Context: an optimization exercise on an open-source flow, tuned for small area, a short achievable clock period and few clock cycles. The choices shown serve that exercise and are no tape-out recipe.
The RTL was checked by simulation tests, not by an equivalence proof against the original design.
Power and IR drop assume default switching activity.

`design/flow/config.mk`:
```
export PLATFORM = sky130hd
export DESIGN_NAME = owc
export DESIGN_NICKNAME = owc
export VERILOG_FILES = /design/flow/design.v
export SDC_FILE = /design/flow/constraint.sdc
export NUM_CORES = 4
export LEC_CHECK = 0
export ABC_AREA = 1
export CAP_MARGIN = 20
export CORE_MARGIN = 2
export CORE_UTILIZATION = 65
export CTS_BUF_LIST = sky130_fd_sc_hd__clkbuf_8
export CTS_CLUSTER_DIAMETER = 60
export CTS_CLUSTER_SIZE = 16
export GPL_TIMING_DRIVEN = 1
export PLACE_DENSITY = 0.8
export SLEW_MARGIN = 20
export TNS_END_PERCENT = 10
```
`design/flow/constraint.sdc`:
```
create_clock -name core_clock -period 18.0 [get_ports {clk}]
set_input_delay 3.6000 -clock core_clock [delete_from_list [all_inputs] [get_ports {clk}]]
set_output_delay 3.6000 -clock core_clock [all_outputs]
set_load 0.01 [all_outputs]
```
`design/flow/design.v`:
```
module owc #(
    parameter [7:0] FAMILY_A = 8'h10,
    parameter [7:0] FAMILY_B = 8'h28
) (
    input             clk,
    input             rst,         
    input             cmd_valid,
    input      [15:0] cmd,
    output reg        rsp_valid,
    output     [15:0] rsp,
    output            bus_req,
    output     [1:0]  bus_op,      
    output            bus_wbit,
    input             bus_ack,
    input             bus_rbit
);
    localparam [2:0] C_OK = 3'd0, C_BUSEMPTY = 3'd1, C_ADDRCRC = 3'd2,
                     C_UNSUPPORTED = 3'd3, C_SPADCRC = 3'd4, C_NOMORE = 3'd5,
                     C_NODATA = 3'd6, C_ILLEGAL = 3'd7;
    localparam [1:0] PH_IDLE = 2'd0, PH_SEARCHING = 2'd1, PH_EXHAUSTED = 2'd2;
    localparam [2:0] ST_RESET = 3'b000, ST_ID = 3'b001, ST_CMP = 3'b101,
                     ST_CMD = 3'b010, ST_DIR = 3'b110;
    localparam [2:0] AX_IDLE = 3'b000, AX_PEND_S = 3'b001, AX_PEND_D = 3'b010,
                     AX_DEC3 = 3'b101,
                     AX_RDB = 3'b110;
    reg  [7:0]  crc_r;
    reg         ck, fd;
    reg  [1:0]  phase;
    reg  [6:0]  lastd;
    reg  [63:0] rom;       
    reg         romz;      
    reg  [71:0] bufr;      
    reg         ng;        
    reg  [15:0] mag;       
    reg         dv;        
    wire [13:0] bcd_r;     
    reg         busy;
    reg  [2:0]  st;
    reg  [6:0]  k;
    reg  [6:0]  last_zero;
    reg  [63:0] work;
    reg         id_bit;
    reg  [7:0]  crc_w;     
    reg  [7:0]  cacc;      
    reg  [3:0]  cp;
    reg  [2:0]  rcode;
    reg  [7:0]  rdata;
    assign rsp      = {5'd0, rcode, rdata};
    assign bus_req  = busy;
    assign bus_op   = st[1:0];
    assign bus_wbit = st[2] ? work[63] : k[2];
    function [7:0] crc8_byte;
        input [7:0] c_in;
        input [7:0] b;
        reg   [7:0] c;
        integer n;
        begin
            c = c_in ^ b;
            for (n = 0; n < 8; n = n + 1)
                c = c[0] ? ((c >> 1) ^ 8'h8C) : (c >> 1);
            crc8_byte = c;
        end
    endfunction
    function [6:0] inc7;
        input [6:0] a;
        integer n;
        begin
            for (n = 0; n < 7; n = n + 1)
                inc7[n] = a[n] ^ ((a & ((7'd1 << n) - 7'd1)) == ((7'd1 << n) - 7'd1));
        end
    endfunction
    function lt7;
        input [6:0] a, b;
        integer n;
        reg lt, eq;
        begin
            lt = 1'b0; eq = 1'b1;
            for (n = 6; n >= 0; n = n - 1) begin
                lt = lt | (eq & !a[n] & b[n]);
                eq = eq & (a[n] == b[n]);
            end
            lt7 = lt;
        end
    endfunction
    wire [3:0] opc = cmd[15:12];
    wire [3:0] fa  = cmd[11:8];
    wire [7:0] fd8 = cmd[7:0];
    wire a0  = (fa == 4'd0);
    wire ad0 = a0 && (fd8 == 8'd0);
    wire addr_mapped = (fd8[7:6] == 2'b00) && (fd8[3] == 1'b0 || (fd8[5:4] == 2'b10 && fd8[2:0] == 3'd0));
    wire idle = !busy && (st == AX_IDLE);
    wire take = cmd_valid && idle;
    wire op_nop  = (opc == 4'h0) && ad0;
    wire op_clr  = (opc == 4'h1) && ad0;
    wire op_upd  = (opc == 4'h2) && a0;
    wire op_chka = (opc == 4'h3) && ad0;
    wire op_chks = (opc == 4'h4) && ad0;
    wire op_srst = (opc == 4'h5) && ad0;
    wire op_next = (opc == 4'h6) && ad0;
    wire op_dec  = (opc == 4'h7) && a0;
    wire op_wrb  = (opc == 4'h8) && (!fa[3] || fa[2:0] == 3'd0);
    wire op_rd   = (opc == 4'h9) && a0 && addr_mapped;
    wire legal   = op_nop | op_clr | op_upd | op_chka | op_chks | op_srst |
                   op_next | op_dec | op_wrb | op_rd;
    wire rd_buf  = (fd8[5:4] == 2'd2);
    wire fam_ok  = (fd8 == FAMILY_A) || (fd8 == FAMILY_B);
    wire exh     = (phase == PH_EXHAUSTED);
    wire       rdb     = !busy && (st == AX_RDB);
    wire [3:0] bsel    = rdb ? k[3:0] : cp;
    wire [7:0] buf_sel = bsel[3] ? bufr[71:64] : bufr[8*bsel[2:0] +: 8];
    wire       restart = take && op_wrb && !fa[3] && (fa[2:0] <= cp[2:0] || cp[3]);
    wire       sp_rdy  = cp[3];
    wire       sp_ok   = (cacc == bufr[71:64]);
    wire [11:0] whole = mag[15:4];
    wire [3:0]  fq    = mag[3:0];
    wire [127:0] FTAB = {8'h93, 8'h87, 8'h81, 8'h75, 8'h68, 8'h62, 8'h56, 8'h50,
                         8'h43, 8'h37, 8'h31, 8'h25, 8'h18, 8'h12, 8'h06, 8'h00};
    wire [7:0] fbcd = FTAB[8*fq +: 8];
    wire [127:0] FRTAB = 128'h5d57514b443e38322b251f19120c0600;
    wire [6:0] frac = FRTAB[8*fq +: 7];
    wire [3:0] w0 = bcd_r[3:0], w1 = bcd_r[7:4], w2 = bcd_r[11:8];
    wire [1:0] w3 = bcd_r[13:12];
    wire sig3 = (whole[11:10] != 2'd0) || (&whole[9:5] && (whole[4] || whole[3]));
    wire sig2 = (whole[11:7] != 5'd0) || (whole[6] && whole[5] && (whole[4] || whole[3] || whole[2]));
    wire sig1 = (whole[11:4] != 8'd0) || (whole[3] && (whole[2] || whole[1]));
    wire [1:0] nsig = {sig2, (sig1 && !sig2) || sig3};
    reg  [3:0] tlen;
    always @* begin
        case ({dv, nsig, ng})
            4'b1000: tlen = 4'd4;
            4'b1001: tlen = 4'd5;
            4'b1010: tlen = 4'd5;
            4'b1011: tlen = 4'd6;
            4'b1100: tlen = 4'd6;
            4'b1101: tlen = 4'd7;
            4'b1110: tlen = 4'd7;
            4'b1111: tlen = 4'd8;
            default: tlen = 4'd0;
        endcase
    end
    wire [7:0] sym [0:7];
    assign sym[0] = {4'h3, fbcd[3:0]};
    assign sym[1] = {4'h3, fbcd[7:4]};
    assign sym[2] = 8'h2E;
    assign sym[3] = {4'h3, w0};
    assign sym[4] = sig1 ? {4'h3, w1} : 8'h2D;
    assign sym[5] = sig2 ? {4'h3, w2} : 8'h2D;
    assign sym[6] = sig3 ? {6'b001100, w3} : 8'h2D;
    assign sym[7] = 8'h2D;
    reg  [7:0] tmask;      
    always @* begin
        case (tlen)
            4'd4: tmask = 8'h0F;
            4'd5: tmask = 8'h1F;
            4'd6: tmask = 8'h3F;
            4'd7: tmask = 8'h7F;
            4'd8: tmask = 8'hFF;
            default: tmask = 8'h00;
        endcase
    end
    reg  [31:0] rsel;
    integer pj;
    always @* begin
        for (pj = 0; pj < 8; pj = pj + 1)
            rsel[4*pj +: 4] = {!tmask[pj], tlen[2:0] - 3'd1 - pj[2:0]};
    end
    wire [2:0] tj   = fd8[2:0];
    wire [3:0] rp   = rsel[4*tj +: 4];
    wire [7:0] tch  = rp[3] ? 8'h00 : sym[rp[2:0]];
    wire [15:0] nraw = bufr[15:0];
    wire        nneg = nraw[15];
    reg  [15:0] nmag;
    integer i;
    always @* begin
        for (i = 0; i < 16; i = i + 1)
            nmag[i] = nraw[i] ^ (nneg && (i > 0) && ((nraw & ((16'd1 << i) - 16'd1)) != 16'd0));
    end
    reg [7:0] rd_data;
    always @* begin
        case (fd8[5:4])
            2'd0: case (fd8[2:0])
                3'd0: rd_data = crc_r;
                3'd1: rd_data = {5'd0, ng && dv, fd, ck};
                3'd2: rd_data = {6'd0, phase};
                3'd3: rd_data = {1'b0, lastd};
                3'd4: rd_data = dv ? whole[7:0] : 8'h00;
                3'd5: rd_data = {4'd0, dv ? whole[11:8] : 4'h0};
                3'd6: rd_data = {1'b0, dv ? frac : 7'h00};
                default: rd_data = {4'd0, tlen};
            endcase
            2'd1: rd_data = romz ? 8'h00 : rom[8*fd8[2:0] +: 8];
            default: rd_data = tch;
        endcase
    end
    wire disc = !id_bit && !bus_rbit;
    wire dir  = !disc ? id_bit :
                lt7(k, lastd) ? work[0] :            
                (k == lastd);
    wire step     = busy && bus_ack;
    wire ev_abort = step && ((st == ST_RESET && !bus_rbit) || (st == ST_CMP && id_bit && bus_rbit));
    wire ev_done  = step && (st == ST_DIR) && k[6];
    wire ps_fire  = !busy && (st == AX_PEND_S) && sp_rdy;
    wire pd_fire  = !busy && (st == AX_PEND_D) && sp_rdy;
    wire dec3     = !busy && (st == AX_DEC3);
    wire crcn_ok  = (crc_w == rom[63:56]);
    wire [7:0] crcn = crc8_byte(crc_r, fd8);
    wire c_next_go = op_next && !exh;
    wire c_chks_w  = op_chks && !sp_rdy;
    wire c_dec_now = op_dec && (!fam_ok || sp_rdy);         
    wire c_dec_w   = op_dec && fam_ok && !sp_rdy;
    wire c_rdb     = op_rd && rd_buf;
    wire dec_set   = (take && c_dec_now) || pd_fire;        
    wire dec_good  = (take ? fam_ok : 1'b1) && sp_ok;       
    wire c_defer   = c_next_go || c_chks_w || c_dec_w || c_rdb ||
                     (c_dec_now && fam_ok && sp_ok);
    wire rv_d = ev_abort || ev_done || ps_fire || (pd_fire && !sp_ok) || dec3 || rdb ||
                (take && !c_defer);
    wire o_upd  = (opc == 4'h2);
    wire o_chka = (opc == 4'h3);
    wire o_chks = (opc == 4'h4);
    wire o_next = (opc == 4'h6);
    wire o_dec  = (opc == 4'h7);
    wire o_wrb  = (opc == 4'h8);
    wire o_rd   = (opc == 4'h9);
    wire [7:0] cmd_data =
          ({8{o_upd}}                         & crcn)
        | ({8{o_chka && fd}}                  & crc_w)
        | ({8{o_chks || (o_dec && fam_ok)}}   & cacc)
        | ({8{o_wrb || (o_dec && !fam_ok)}}   & fd8)
        | ({8{o_rd}}                          & rd_data);
    wire [2:0] cmd_code =
          ({3{o_chka && !fd}}                 & C_NODATA)
        | ({3{o_chka && fd && !crcn_ok}}      & C_ADDRCRC)
        | ({3{o_chks && !sp_ok}}              & C_SPADCRC)
        | ({3{o_next && exh}}                 & C_NOMORE)
        | ({3{o_dec && !fam_ok}}              & C_UNSUPPORTED)
        | ({3{o_dec && fam_ok && !sp_ok}}     & C_SPADCRC);
    wire [7:0] rdata_d =
          ({8{ev_done}}                       & work[7:0])
        | ({8{ps_fire || pd_fire}}            & cacc)
        | ({8{dec3}}                          & {4'd0, tlen})
        | ({8{rdb}}                           & buf_sel)
        | ({8{idle && legal}}                 & cmd_data);
    wire [2:0] rcode_d =
          ({3{ev_abort}}                                   & C_BUSEMPTY)
        | ({3{(ps_fire || pd_fire) && !sp_ok}}             & C_SPADCRC)
        | ({3{idle}} & (legal ? cmd_code : C_ILLEGAL));
    always @(posedge clk) begin
        rdata     <= rdata_d;
        rcode     <= rcode_d;
        rsp_valid <= !rst && rv_d;
    end
    always @(posedge clk) begin
        if (rst)
            crc_r <= 8'h00;
        else if (take && (op_clr || op_upd))
            crc_r <= op_upd ? crcn : 8'h00;
    end
    always @(posedge clk) begin
        if (rst)
            ck <= 1'b0;
        else if (take && op_chka)
            ck <= fd && crcn_ok;
        else if ((take && ((op_chks && sp_rdy) || c_dec_now)) || ps_fire || pd_fire)
            ck <= (take && op_dec) ? (fam_ok && sp_ok) : sp_ok;
    end
    always @(posedge clk) begin
        if (rst) begin
            fd    <= 1'b0;
            phase <= PH_IDLE;
            lastd <= 7'd0;
        end else if (ev_abort) begin
            fd    <= 1'b0;
            phase <= PH_EXHAUSTED;
            lastd <= 7'd0;
        end else if (ev_done) begin
            fd    <= 1'b1;
            phase <= (last_zero == 7'd0) ? PH_EXHAUSTED : PH_SEARCHING;
            lastd <= last_zero;
        end else if (take && op_srst) begin
            fd    <= 1'b0;
            phase <= PH_IDLE;
            lastd <= 7'd0;
        end else if (take && op_next && exh) begin
            fd    <= 1'b0;
        end
    end
    always @(posedge clk) begin
        if (ev_done)
            rom <= work;
    end
    always @(posedge clk) begin
        if (rst)
            romz <= 1'b1;
        else if (ev_done)
            romz <= 1'b0;
    end
    wire [7:0] bwd = fd8 & {8{!rst}};
    genvar gb;
    generate
        for (gb = 0; gb < 9; gb = gb + 1) begin : g_buf
            always @(posedge clk) begin
                if (rst || (take && op_wrb && fa == gb))
                    bufr[8*gb +: 8] <= bwd;
            end
        end
    endgenerate
    always @(posedge clk) begin
        if (take && op_dec) begin
            ng  <= nneg;
            mag <= nmag;
        end
    end
    always @(posedge clk) begin
        if (rst)
            dv <= 1'b0;
        else if (dec_set)
            dv <= dec_good;
    end
    reg  [13:0] dd_out;
    reg  [3:0]  dg;
    reg         cy, ge5;
    integer bi, bq;
    always @* begin
        dd_out = {10'd0, whole[11:8]};
        for (bi = 7; bi >= 0; bi = bi - 1) begin
            cy = whole[bi];
            for (bq = 0; bq < 3; bq = bq + 1) begin
                dg  = dd_out[4*bq +: 4];
                ge5 = dg[3] | (dg[2] & (dg[1] | dg[0]));
                dd_out[4*bq +: 4] = {(dg[2] & !dg[1] & !dg[0]) | (dg[3] & dg[0]),
                                     (!dg[2] & dg[1]) | (dg[2] & dg[1] & dg[0]) | (dg[3] & !dg[0]),
                                     (!dg[3] & !dg[2] & dg[0]) | (dg[2] & dg[1] & !dg[0]) | (dg[3] & !dg[0]),
                                     cy};
                cy = ge5;
            end
            dd_out[13:12] = {dd_out[12], cy};
        end
    end
    assign bcd_r = dd_out;
    always @(posedge clk) begin
        if (rst) begin
            busy <= 1'b0;
            st   <= AX_IDLE;
        end else if (busy) begin
            if (ev_abort || ev_done) begin
                busy <= 1'b0;
                st   <= AX_IDLE;
            end else if (step) begin
                case (st)
                    ST_RESET: st <= ST_CMD;
                    ST_CMD:   if (k[2:0] == 3'd7) st <= ST_ID;
                    ST_ID:    st <= ST_CMP;
                    ST_CMP:   st <= ST_DIR;
                    default:  st <= ST_ID;
                endcase
            end
        end else begin
            case (st)
                AX_IDLE: if (take) begin
                    if (c_next_go) begin
                        busy <= 1'b1;
                        st   <= ST_RESET;
                    end else if (c_chks_w)
                        st <= AX_PEND_S;
                    else if (c_dec_w)
                        st <= AX_PEND_D;
                    else if (c_dec_now && fam_ok && sp_ok)
                        st <= AX_DEC3;
                    else if (c_rdb)
                        st <= AX_RDB;
                end
                AX_PEND_S: if (sp_rdy) st <= AX_IDLE;
                AX_PEND_D: if (sp_rdy) st <= sp_ok ? AX_DEC3 : AX_IDLE;
                default:   st <= AX_IDLE;
            endcase
        end
    end
    always @(posedge clk) begin
        if (step) begin
            case (st)
                ST_RESET: k <= 7'd0;
                ST_CMD:   k <= (k[2:0] == 3'd7) ? 7'd1 : inc7(k);
                ST_DIR:   k <= inc7(k);
                default:  ;
            endcase
        end else if (take && c_rdb) begin
            k[3:0] <= fd8[3:0];
        end
    end
    always @(posedge clk) begin
        if (step && st == ST_ID)
            id_bit <= bus_rbit;
    end
    always @(posedge clk) begin
        if (step && st == ST_CMP)
            work <= {dir, work[63:1]};
    end
    always @(posedge clk) begin
        if (step && st == ST_CMD)
            last_zero <= 7'd0;
        else if (step && st == ST_CMP && disc && !dir)
            last_zero <= k;
    end
    always @(posedge clk) begin
        if (step && st == ST_CMD)
            crc_w <= 8'h00;
        else if (step && st == ST_CMP && !(k[6] || (k[5:3] == 3'd7 && k[2:0] != 3'd0)))
            crc_w <= {1'b0, crc_w[7:1]} ^ ((crc_w[0] ^ dir) ? 8'h8C : 8'h00);
    end
    always @(posedge clk) begin
        if (rst) begin
            cacc <= 8'h00;
            cp   <= 4'd8;
        end else if (restart) begin
            cacc <= 8'h00;
            cp   <= 4'd0;
        end else if (!sp_rdy && !rdb) begin
            cacc <= crc8_byte(cacc, buf_sel);
            cp   <= {cp[3] | (&cp[2:0]), cp[2] ^ (&cp[1:0]), cp[1] ^ cp[0], !cp[0]};
        end
    end
endmodule
```
`design/flow/flow/run.sh`:
```
#!/bin/bash
set -euo pipefail
bash standard.sh \
    SETUP_SLACK_MARGIN=13 \
    "BUFFER_PORTS_ARGS=-buffer_cell sky130_fd_sc_hd__buf_2" \
    finish > flow_make.log 2>&1
```
`design/flow/standard.sh`:
```
#!/bin/bash
# synth_recipe.tcl (not shown) runs the flow's synth.tcl, then flattens the netlist and writes it again
# the make line also repeats each setting of config.mk as NAME=value (left out here)
make -C /OpenROAD-flow-scripts/flow DESIGN_CONFIG=/design/flow/config.mk WORK_HOME=/design/flow/orfs CLKGATE_MAP_FILE= SYNTH_SCRIPT=/design/flow/synth_recipe.tcl "${@:-finish}"
```
==> run notes <==
[routing by layer]
metal  routed length, microns  global-route usage, %  up-vias  part of all wire [%]
li1                         -                      -     5892                     -
met3                     4640                   6.67      121                    11
met2                    18900                   53.2      743                    45
met4                     1600                   12.0        0                   3.8
met1                    16800                   48.0     5949                    40
met5                        0                      0        -                     0
[how the worst max path moves through the flow]
stage | start | to | slack [ps] | depth (start not counted)
2_1_floorplan | cmd[1] | rdata[6]$_DFF_P_ | 12670 | 15
3_3_place_gp | cmd[2] | rdata[4]$_DFF_P_ | 11700 | 12
3_5_place_dp | cmd[1] | rdata[4]$_DFF_P_ | 11720 | 10
4_1_cts | k[2]$_DFFE_PP_ | bus_wbit | 12790 | 3
5_1_grt | cmd[14] | crc_r[6]$_SDFFE_PP0P_ | 12770 | 10
6_report | cmd[14] | crc_r[6]$_SDFFE_PP0P_ | 12810 | 10
[critical path, delay by kind of cell]
family                 cells  cell delay (ps)
and+or+nand+nor            5             1340
buffers and inverters      4              510
AOI/OAI and AO/OA          1              190
[cell type report]
cell class	count	area, sq um	share of cell area [%]
Tap cell	285	357	2.13
Clock inverter	16	93.8	0.560
Timing Repair Buffer	83	647	3.86
Sequential cell	289	8040	48.0
Inverter	204	781	4.66
Multi-Input combinational cell	1130	6460	38.5
Clock buffer	28	385	2.30
[layout by cell type, fill, tap and decap left out, types with 6 or more instances in the layout]
cell       synthesis  layout
nor2_2             1      15
buf_2              9      31
dfxtp_1           64      63
clkbuf_8           0      28
a211oi_1           7       7
nand3_1          131     129
o211ai_1          24      24
nor3_1            24      21
o21ai_0           69      58
ha_1              24      24
a221oi_1          14      10
inv_1            192     190
nand4_1           24      24
o22ai_1           27      27
inv_2             10      19
edfxtp_1         225     225
xnor2_1           28      21
buf_4              8      41
xor2_1            36      34
a21oi_1           77      74
nand2_2            1       7
o2111ai_1         12      11
or2_2              8       6
xor2_2             5       7
o31ai_1            9       6
o21ai_1            7      14
nor2_1           134     113
a22oi_1           23      22
nand2_1          385     375
a31oi_1            8       8
nor2_4             0       8
o21ai_2            7      11
[synthesized netlist by cell type, types with 24 or more instances]
master and n:
a21oi_1 77, dfxtp_1 64, edfxtp_1 225, ha_1 24, inv_1 192, nand2_1 385
nand3_1 131, nand4_1 24, nor2_1 134, nor3_1 24, o211ai_1 24, o21ai_0 69
o22ai_1 27, xnor2_1 28, xor2_1 36
[power by group through the flow]
| stage | logic, mW | clock network, mW | registers, mW |
|---|---|---|---|
| after floorplan | 0.192 | 0 | 0.768 |
| after global placement | 0.253 | 0 | 0.772 |
| after detailed placement | 0.256 | 0 | 0.773 |
| after CTS | 0.269 | 0.372 | 0.757 |
| after global routing | 0.320 | 0.394 | 0.761 |
| final | 0.294 | 0.370 | 0.759 |
[kinds of logic after synthesis]
logic type,Yosys count
compound gates,309
xor+xnor,70
fa+ha+maj,24
buf+inv,243
flops,289
mux,1
other cells,1
simple gates,719
[timing repair]
item	CTS	global route
endpoints found under the setup margin	140	137
gates resized for setup	49	42
setup buffers	13	24
pin swaps	8	25
cloned	2	1
[metrics by stage]
stage / area, sq um / power (mW) / setup WS [ps]
2_1_floorplan: 15200 / 0.961 / 12670
5_1_grt: 16800 / 1.47 / 12770
3_5_place_dp: 15600 / 1.03 / 11720
6_report: 16800 / 1.42 / 12810
4_1_cts: 16400 / 1.40 / 12790
3_3_place_gp: 15600 / 1.03 / 11700
[state kept, by name (all words and copies together), names as in the netlist, 2 cells and up]
register,count
bufr,72
cacc,8
cp,4
crc_r,8
crc_w,8
k,7
last_zero,7
lastd,7
mag,16
phase,2
rcode,3
rdata,8
rom,64
st,3
work,64
==> run notes <==
critical path, cell by cell=buf_2 -> nor2_1 -> inv_1 -> nor3_2 -> inv_1 -> nor2_1 -> inv_1 -> nor2_1 -> nand3_1 -> a21oi_1; top post-synthesis cells by area=edfxtp_1 (45%), nand2_1 (9.7%), dfxtp_1 (8.6%), inv_1 (4.8%), nand3_1 (4.4%); Tcrit/Tclk final=28.8%; DR iter-0 viols=roughly 1400; Std-Cell Rows=55; n_diodes=0; hold crit path type=reg2reg; PwrDens=about 85 nW/um^2; DRT Wirelength=~42000 microns; Post-synth EDFFs=225; Internal=0.987 mW; Final HPWL DP=between 30000 and 40000 microns; Reg2Reg Capture Point=rdata[2]$_DFF_P_; DIE AREA=24300 sq um; Comb pwr share=~21%; Pleak=roughly 6.4 nW; NetSw=around 0.44 mW; critical path class=in2reg; Final setup violation count=0; core area=approximately 23000 sq um; Compound-Gate Fraction of Synth Area=13.2%; Synth cell types=between 50 and 60; Max Slew Vio Count=0; IO buf count=36; Non-Filler Instances=slightly above 2000; status=no timing/DRC/antenna violations; Synth Area in XOR/XNOR=approximately 4.4%; Yosys reg bits=289; RR Startpoint=mag[6]$_DFFE_PP_; Max-Cap Viols=0; RSZ-0062 raised after global routing=true; cell taking the most area after synthesis=edfxtp_1; H-tree depth=1; first-pass GRT wire length=around 64000 microns; CP Max Fanout=8; post-cts hold buffer count=0; placed insts=roughly 2000; Startpoint Class=input pin; gpl congestion=1.03; Final ANT Viol Nets=0; synth warn=1; post-DR vias/cell=about 6.2; Worst path max stage delay=530 ps; Clk Latency, worst-skew pair=a little under 600 ps; clk_skew=approximately 38 ps; largest net degree at the start of global routing=63; min-delay src=work[57]$_DFFE_PP_; clk sinks=between 200 and 300; initial antenna violation count=0; Arr. time, crit path=about 5700 ps; 1st-pass router iterations=7; share of cells above drive strength 1=a little over an eighth; mux contribution to synthesized area=less than 1%; nets=between 1500 and 2000; VDD IR max=between 100 and 150 uV; wire length per cell after detailed routing=just over 20 microns; Cells after Synth=1656; reg-to-reg slack, setup=roughly 13000 ps; CTS Buf Count=24; CP Capture Type=flip-flop; grt total ovfl=0; detailed-route via count=~13000; sequential power share=53.3%; sw frac=30.6%; sequential share of the synthesized area=~54%; initial core utilization=66.1%; clock power share=a little over a quarter; vias in the first global route=approximately 12000; Residual DRC=0; top_reg_cell synth=edfxtp_1; Reg2Reg Depth=28; Post-Synth Adder-Cell Area=under 10%; Synth Area in Simple Gates=20.2%; post-synthesis average cell area=9.04 sq um; Reg clk slew, reported paths=around 100 ps; fmax=about 0.19 GHz; Max clock buf depth=3; minimum clock period=around 5200 ps; worst hold slack=about 460 ps; Crit-path slowest cell=nor2_1; Hold Violations, Final=0; post-route setup TNS=0 ps; largest family of logic cells by synthesized area=simple AND/OR/NAND/NOR gates; Post-Syn Area=~15000 sq um; Req. time, crit path=around 18000 ps; Root Driver=clkbuf_8; top-area cell type share of the netlist area=between 40% and 50%; Horiz. Die Dim=between 150 and 200 microns; final core utilization=between 70% and 80%; gr usage total=around 34%; IO Count=42; hold depth=0; end of the worst hold path=work[56]$_DFFE_PP_; Slew @ Worst Pin=910 ps; CTS tree=built; FILL cells=between 1500 and 2000; Synth async-reset ratio=0%; Layout area overhead=12.0%; Die Height=~160 microns; worst relative slew slack=39.1%
Testbench counts, summed over its fixed seeds: cycles 38,903.

==> afterwards: timing with drivers on the ports <==
No port has a modelled driver above. Below, the same layout with a new extraction and two added sets of constraints. Step 1, drivers: a clkbuf_16 drives clk and a buf_2 each remaining input, both assumed. Step 2 moves the port delays by t, midway between the first and last clock arrival at a register: inputs arrive t later, outputs are due t later. That takes back most of the time a late clock gives input paths. a / b / c = no drivers / after step 1 / after step 2; a / b = the first two.
t (ns): 0.604
setup slack, ns: 12.810 / 12.833 / 12.229
latest minus earliest clock arrival (ns): 0.038 / 0.038
worst register clock-pin slew, ns: 0.11 / 0.11
After both steps setup and hold are still met in this run. The setup slack of this run moves by +0.023 ns with the drivers and by -0.581 ns with both steps.
